This design comes from an exercise in tuning for small area, a short achievable clock period and few clock cycles per item on the open sky130 flow, not from production work.

==> flow/design.v <==
module tea_mix #(parameter integer ARCH = 1) (
    input  wire [31:0] v,
    input  wire [31:0] acc,
    input  wire [31:0] a,
    input  wire [31:0] b,
    output wire [31:0] f
);
    wire [31:0] t0, t1, t2;
    tea_add #(.ARCH(ARCH)) u0 (.x({v[27:0], 4'b0000}), .y(a), .ci(1'b0), .s(t0));
    tea_add #(.ARCH(ARCH)) u1 (.x(v), .y(acc), .ci(1'b0), .s(t1));
    tea_add #(.ARCH(ARCH)) u2 (.x({5'b00000, v[31:5]}), .y(b), .ci(1'b0), .s(t2));
    assign f = t0 ^ t1 ^ t2;
endmodule
module tea_add #(parameter integer ARCH = 1) (
    input  wire [31:0] x,
    input  wire [31:0] y,
    input  wire        ci,
    output wire [31:0] s
);
    wire [31:0] p = x ^ y;
    wire [31:0] g0 = x & y;
    wire [31:0] G [0:10];
    wire [31:0] P [0:10];
    assign G[0] = {g0[31:1], g0[0] | (p[0] & ci)};
    assign P[0] = p;
    genvar l, i;
    generate
        if (ARCH == 9) begin : beh
            assign s = x + y + {31'd0, ci};
        end else if (ARCH == 0) begin : rip
            assign P[1] = P[0];
            assign G[1][0] = G[0][0];
            for (i = 1; i < 32; i = i + 1) begin : r
                assign G[1][i] = G[0][i] | (P[0][i] & G[1][i-1]);
            end
            assign s = p ^ {G[1][30:0], ci};
        end else if (ARCH == 2) begin : skl
            for (l = 0; l < 5; l = l + 1) begin : lv
                for (i = 0; i < 32; i = i + 1) begin : b
                    if ((i >> l) & 1) begin : op
                        assign G[l+1][i] = G[l][i] | (P[l][i] & G[l][((i >> l) << l) - 1]);
                        assign P[l+1][i] = P[l][i] & P[l][((i >> l) << l) - 1];
                    end else begin : pass
                        assign G[l+1][i] = G[l][i];
                        assign P[l+1][i] = P[l][i];
                    end
                end
            end
            assign s = p ^ {G[5][30:0], ci};
        end else if (ARCH == 3) begin : ks
            for (l = 0; l < 5; l = l + 1) begin : lv
                for (i = 0; i < 32; i = i + 1) begin : b
                    if (i >= (1 << l)) begin : op
                        assign G[l+1][i] = G[l][i] | (P[l][i] & G[l][i - (1 << l)]);
                        assign P[l+1][i] = P[l][i] & P[l][i - (1 << l)];
                    end else begin : pass
                        assign G[l+1][i] = G[l][i];
                        assign P[l+1][i] = P[l][i];
                    end
                end
            end
            assign s = p ^ {G[5][30:0], ci};
        end else if (ARCH == 4 || ARCH == 5) begin : hc
            for (i = 0; i < 32; i = i + 1) begin : l0
                if (i % 2 == 1) begin : op
                    assign G[1][i] = G[0][i] | (P[0][i] & G[0][i-1]);
                    assign P[1][i] = P[0][i] & P[0][i-1];
                end else begin : pass
                    assign G[1][i] = G[0][i];
                    assign P[1][i] = P[0][i];
                end
            end
            for (l = 1; l < 5; l = l + 1) begin : lv
                for (i = 0; i < 32; i = i + 1) begin : b
                    if (i % 2 == 1 && ARCH == 4 && i >= (1 << l) + 1) begin : opk
                        assign G[l+1][i] = G[l][i] | (P[l][i] & G[l][i - (1 << l)]);
                        assign P[l+1][i] = P[l][i] & P[l][i - (1 << l)];
                    end else if (i % 2 == 1 && ARCH == 5 && ((i >> l) & 1)) begin : ops
                        assign G[l+1][i] = G[l][i] | (P[l][i] & G[l][((i >> l) << l) - 1]);
                        assign P[l+1][i] = P[l][i] & P[l][((i >> l) << l) - 1];
                    end else begin : pass
                        assign G[l+1][i] = G[l][i];
                        assign P[l+1][i] = P[l][i];
                    end
                end
            end
            for (i = 0; i < 32; i = i + 1) begin : l5
                if (i % 2 == 0 && i > 0) begin : op
                    assign G[6][i] = G[5][i] | (P[5][i] & G[5][i-1]);
                    assign P[6][i] = P[5][i] & P[5][i-1];
                end else begin : pass
                    assign G[6][i] = G[5][i];
                    assign P[6][i] = P[5][i];
                end
            end
            assign s = p ^ {G[6][30:0], ci};
        end else begin : bk
            for (l = 0; l < 5; l = l + 1) begin : up
                for (i = 0; i < 32; i = i + 1) begin : b
                    if ((i % (2 << l)) == (2 << l) - 1) begin : op
                        assign G[l+1][i] = G[l][i] | (P[l][i] & G[l][i - (1 << l)]);
                        assign P[l+1][i] = P[l][i] & P[l][i - (1 << l)];
                    end else begin : pass
                        assign G[l+1][i] = G[l][i];
                        assign P[l+1][i] = P[l][i];
                    end
                end
            end
            for (l = 3; l >= 0; l = l - 1) begin : dn
                for (i = 0; i < 32; i = i + 1) begin : b
                    if ((i % (2 << l)) == (1 << l) - 1 && i >= (2 << l)) begin : op
                        assign G[9-l][i] = G[8-l][i] | (P[8-l][i] & G[8-l][i - (1 << l)]);
                        assign P[9-l][i] = P[8-l][i] & P[8-l][i - (1 << l)];
                    end else begin : pass
                        assign G[9-l][i] = G[8-l][i];
                        assign P[9-l][i] = P[8-l][i];
                    end
                end
            end
            assign s = p ^ {G[9][30:0], ci};
        end
    endgenerate
endmodule
module tea_core #(parameter integer ARCH = 1) (
    input  wire        clk,
    input  wire        rst,           
    input  wire        in_valid,
    output wire        in_ready,
    input  wire        in_decrypt,    
    input  wire [63:0] in_key,
    input  wire [63:0] in_block,
    output wire        out_valid,
    input  wire        out_ready,
    output wire [63:0] out_block
);
    reg         busy;       
    reg         vld;        
    reg  [6:0]  cnt;        
    reg         dec;
    reg  [63:0] key;
    reg  [31:0] a, b;
    reg  [31:0] acc;        
    function [31:0] acc_of(input [4:0] m);
        case (m)
            5'd0: acc_of = 32'h9E3779B9;
            5'd1: acc_of = 32'h3C6EF372;
            5'd2: acc_of = 32'hDAA66D2B;
            5'd3: acc_of = 32'h78DDE6E4;
            5'd4: acc_of = 32'h1715609D;
            5'd5: acc_of = 32'hB54CDA56;
            5'd6: acc_of = 32'h5384540F;
            5'd7: acc_of = 32'hF1BBCDC8;
            5'd8: acc_of = 32'h8FF34781;
            5'd9: acc_of = 32'h2E2AC13A;
            5'd10: acc_of = 32'hCC623AF3;
            5'd11: acc_of = 32'h6A99B4AC;
            5'd12: acc_of = 32'h08D12E65;
            5'd13: acc_of = 32'hA708A81E;
            5'd14: acc_of = 32'h454021D7;
            5'd15: acc_of = 32'hE3779B90;
            5'd16: acc_of = 32'h81AF1549;
            5'd17: acc_of = 32'h1FE68F02;
            5'd18: acc_of = 32'hBE1E08BB;
            5'd19: acc_of = 32'h5C558274;
            5'd20: acc_of = 32'hFA8CFC2D;
            5'd21: acc_of = 32'h98C475E6;
            5'd22: acc_of = 32'h36FBEF9F;
            5'd23: acc_of = 32'hD5336958;
            5'd24: acc_of = 32'h736AE311;
            5'd25: acc_of = 32'h11A25CCA;
            5'd26: acc_of = 32'hAFD9D683;
            5'd27: acc_of = 32'h4E11503C;
            5'd28: acc_of = 32'hEC48C9F5;
            5'd29: acc_of = 32'h8A8043AE;
            5'd30: acc_of = 32'h28B7BD67;
            5'd31: acc_of = 32'hC6EF3720;
        endcase
    endfunction
    wire        idle   = ~busy & ~vld;
    wire        accept = in_valid & idle;
    wire        swp    = cnt[6];
    wire        last   = dec ? cnt[6] & ~cnt[0] : (cnt[5:0] == 6'd63);
    wire [6:0]  cnt_nx = idle ? {7{in_decrypt}} : cnt + 7'd1;
    wire [31:0] f;
    tea_mix #(.ARCH(ARCH)) u_mix (.v(a), .acc(acc), .a(key[63:32]), .b(key[31:0]), .f(f));
    wire [31:0] a_step;
    tea_add #(.ARCH(ARCH)) u_add (.x(b), .y(f ^ {32{dec}}), .ci(dec), .s(a_step));
    assign in_ready  = idle;
    assign out_valid = vld;
    assign out_block = {b, a};
    always @(posedge clk) begin
        if (rst) begin
            busy <= 1'b0;
            vld  <= 1'b0;
        end else begin
            if (accept) begin
                busy <= 1'b1;
                vld  <= 1'b0;
            end else if (busy) begin
                if (last) begin
                    busy <= 1'b0;
                    vld  <= 1'b1;
                end
            end else if (out_ready) begin
                vld <= 1'b0;
            end
        end
    end
    always @(posedge clk) begin
        cnt <= cnt_nx;
        acc <= idle ? acc_of(5'd0) : acc_of(cnt_nx[5:1] ^ {5{dec}});
        if (idle) begin
            key <= in_key;
            dec <= in_decrypt;
            a   <= in_block[31:0];
            b   <= in_block[63:32];
        end else if (busy) begin
            a   <= swp ? b : a_step;
            b   <= a;
        end
    end
endmodule
export LEC_CHECK = 0
export ABC_AREA = 1
export CAP_MARGIN = 20
export CORE_MARGIN = 2
export CORE_UTILIZATION = 40
export SLEW_MARGIN = 20
create_clock -name core_clock -period 12.0 [get_ports {clk}]
standard.sh (not shown) runs the stock make flow with config.mk's settings and CLKGATE_MAP_FILE= SYNTH_SCRIPT=/design/flow/synth_recipe.tcl, a recipe that flattens the netlist after the stock synthesis.
==> flow/flow/run.sh <==
#!/bin/bash
# Standard ORFS layout, with 1x port buffers and a timing-repair target
# tighter than the clock (the clock and the SDC are unchanged).
set -euo pipefail
bash standard.sh synth > synth.log 2>&1
bash standard.sh SETUP_SLACK_MARGIN=8 BUFFER_PORTS_ARGS="-buffer_cell sky130_fd_sc_hd__buf_1" finish > layout.log 2>&1
Edit:
--- a/flow/design.v
+++ b/flow/design.v
@@ -24,12 +24,33 @@
     assign G[0] = {g0[31:1], g0[0] | (p[0] & ci)};
     assign P[0] = p;
     genvar l, i;
     generate
         if (ARCH == 9) begin : beh
             assign s = x + y + {31'd0, ci};
+        end else if (ARCH >= 10) begin : blk
+            localparam integer K = ARCH - 10;
+            wire [32:0] c;
+            assign c[0] = ci;
+            for (i = 0; i < 32; i = i + 1) begin : r
+                if (i % K == K - 1) begin : bo
+                    wire [K:0] gg;
+                    wire [K:0] pp;
+                    assign gg[0] = 1'b0;
+                    assign pp[0] = 1'b1;
+                    for (l = 0; l < K; l = l + 1) begin : q
+                        assign gg[l+1] = g0[i-K+1+l] | (p[i-K+1+l] & gg[l]);
+                        assign pp[l+1] = pp[l] & p[i-K+1+l];
+                    end
+                    assign c[i+1] = gg[K] | (pp[K] & c[i-K+1]);
+                end else begin : bi
+                    assign c[i+1] = g0[i] | (p[i] & c[i]);
+                end
+            end
+            assign G[1] = c[32:1];
+            assign s = p ^ c[31:0];
         end else if (ARCH == 0) begin : rip
             assign P[1] = P[0];
             assign G[1][0] = G[0][0];
             for (i = 1; i < 32; i = i + 1) begin : r
                 assign G[1][i] = G[0][i] | (P[0][i] & G[1][i-1]);
             end
@@ -118,13 +139,13 @@
                 end
             end
             assign s = p ^ {G[9][30:0], ci};
         end
     endgenerate
 endmodule
-module tea_core #(parameter integer ARCH = 1) (
+module tea_core #(parameter integer ARCH = 13) (
     input  wire        clk,
     input  wire        rst,           
     input  wire        in_valid,
     output wire        in_ready,
     input  wire        in_decrypt,    
     input  wire [63:0] in_key,
Design area went up by 0.93%. Wire length went down by 3.2%. Clock skew hardly moves. Worst setup slack loses 0.51 ns. Area after synthesis went down by 0.90%. Core utilization went up by 1.5 points. Maximum frequency went down by 8.8%. Die area went down by 0.88%. Count of clock-buffer cells in the layout went down by 2.
No functional check of the RTL was part of any run of this note.

-- static timing again, ports no longer ideal --
Ports are ideal in the flow. The routed layouts listed here were re-timed in OpenROAD.
Step 1 sets driving cells, clkbuf_16 on the clock port and buf_2 on the other inputs (assumed; they add their load-dependent delay and slew).
Step 2 moves the port delays by t, midway between the first and last clock arrival at a register: inputs arrive t later, outputs are due t later. That takes back most of the time a late clock gives input paths.
Slacks: ideal / step 1 / step 2; pairs: ideal / step 1.
run	t (ns)	slack for setup (ns)	worst setup path at the end	worst data-port slew with drivers (ns)	cell pins on the clock port's net
the first run	0.504	6.721 / 6.721 / 6.721	register to register	0.04	1
the second run	0.491	6.213 / 6.213 / 6.213	register to register	0.05	1
After both steps every run listed still meets setup and hold.
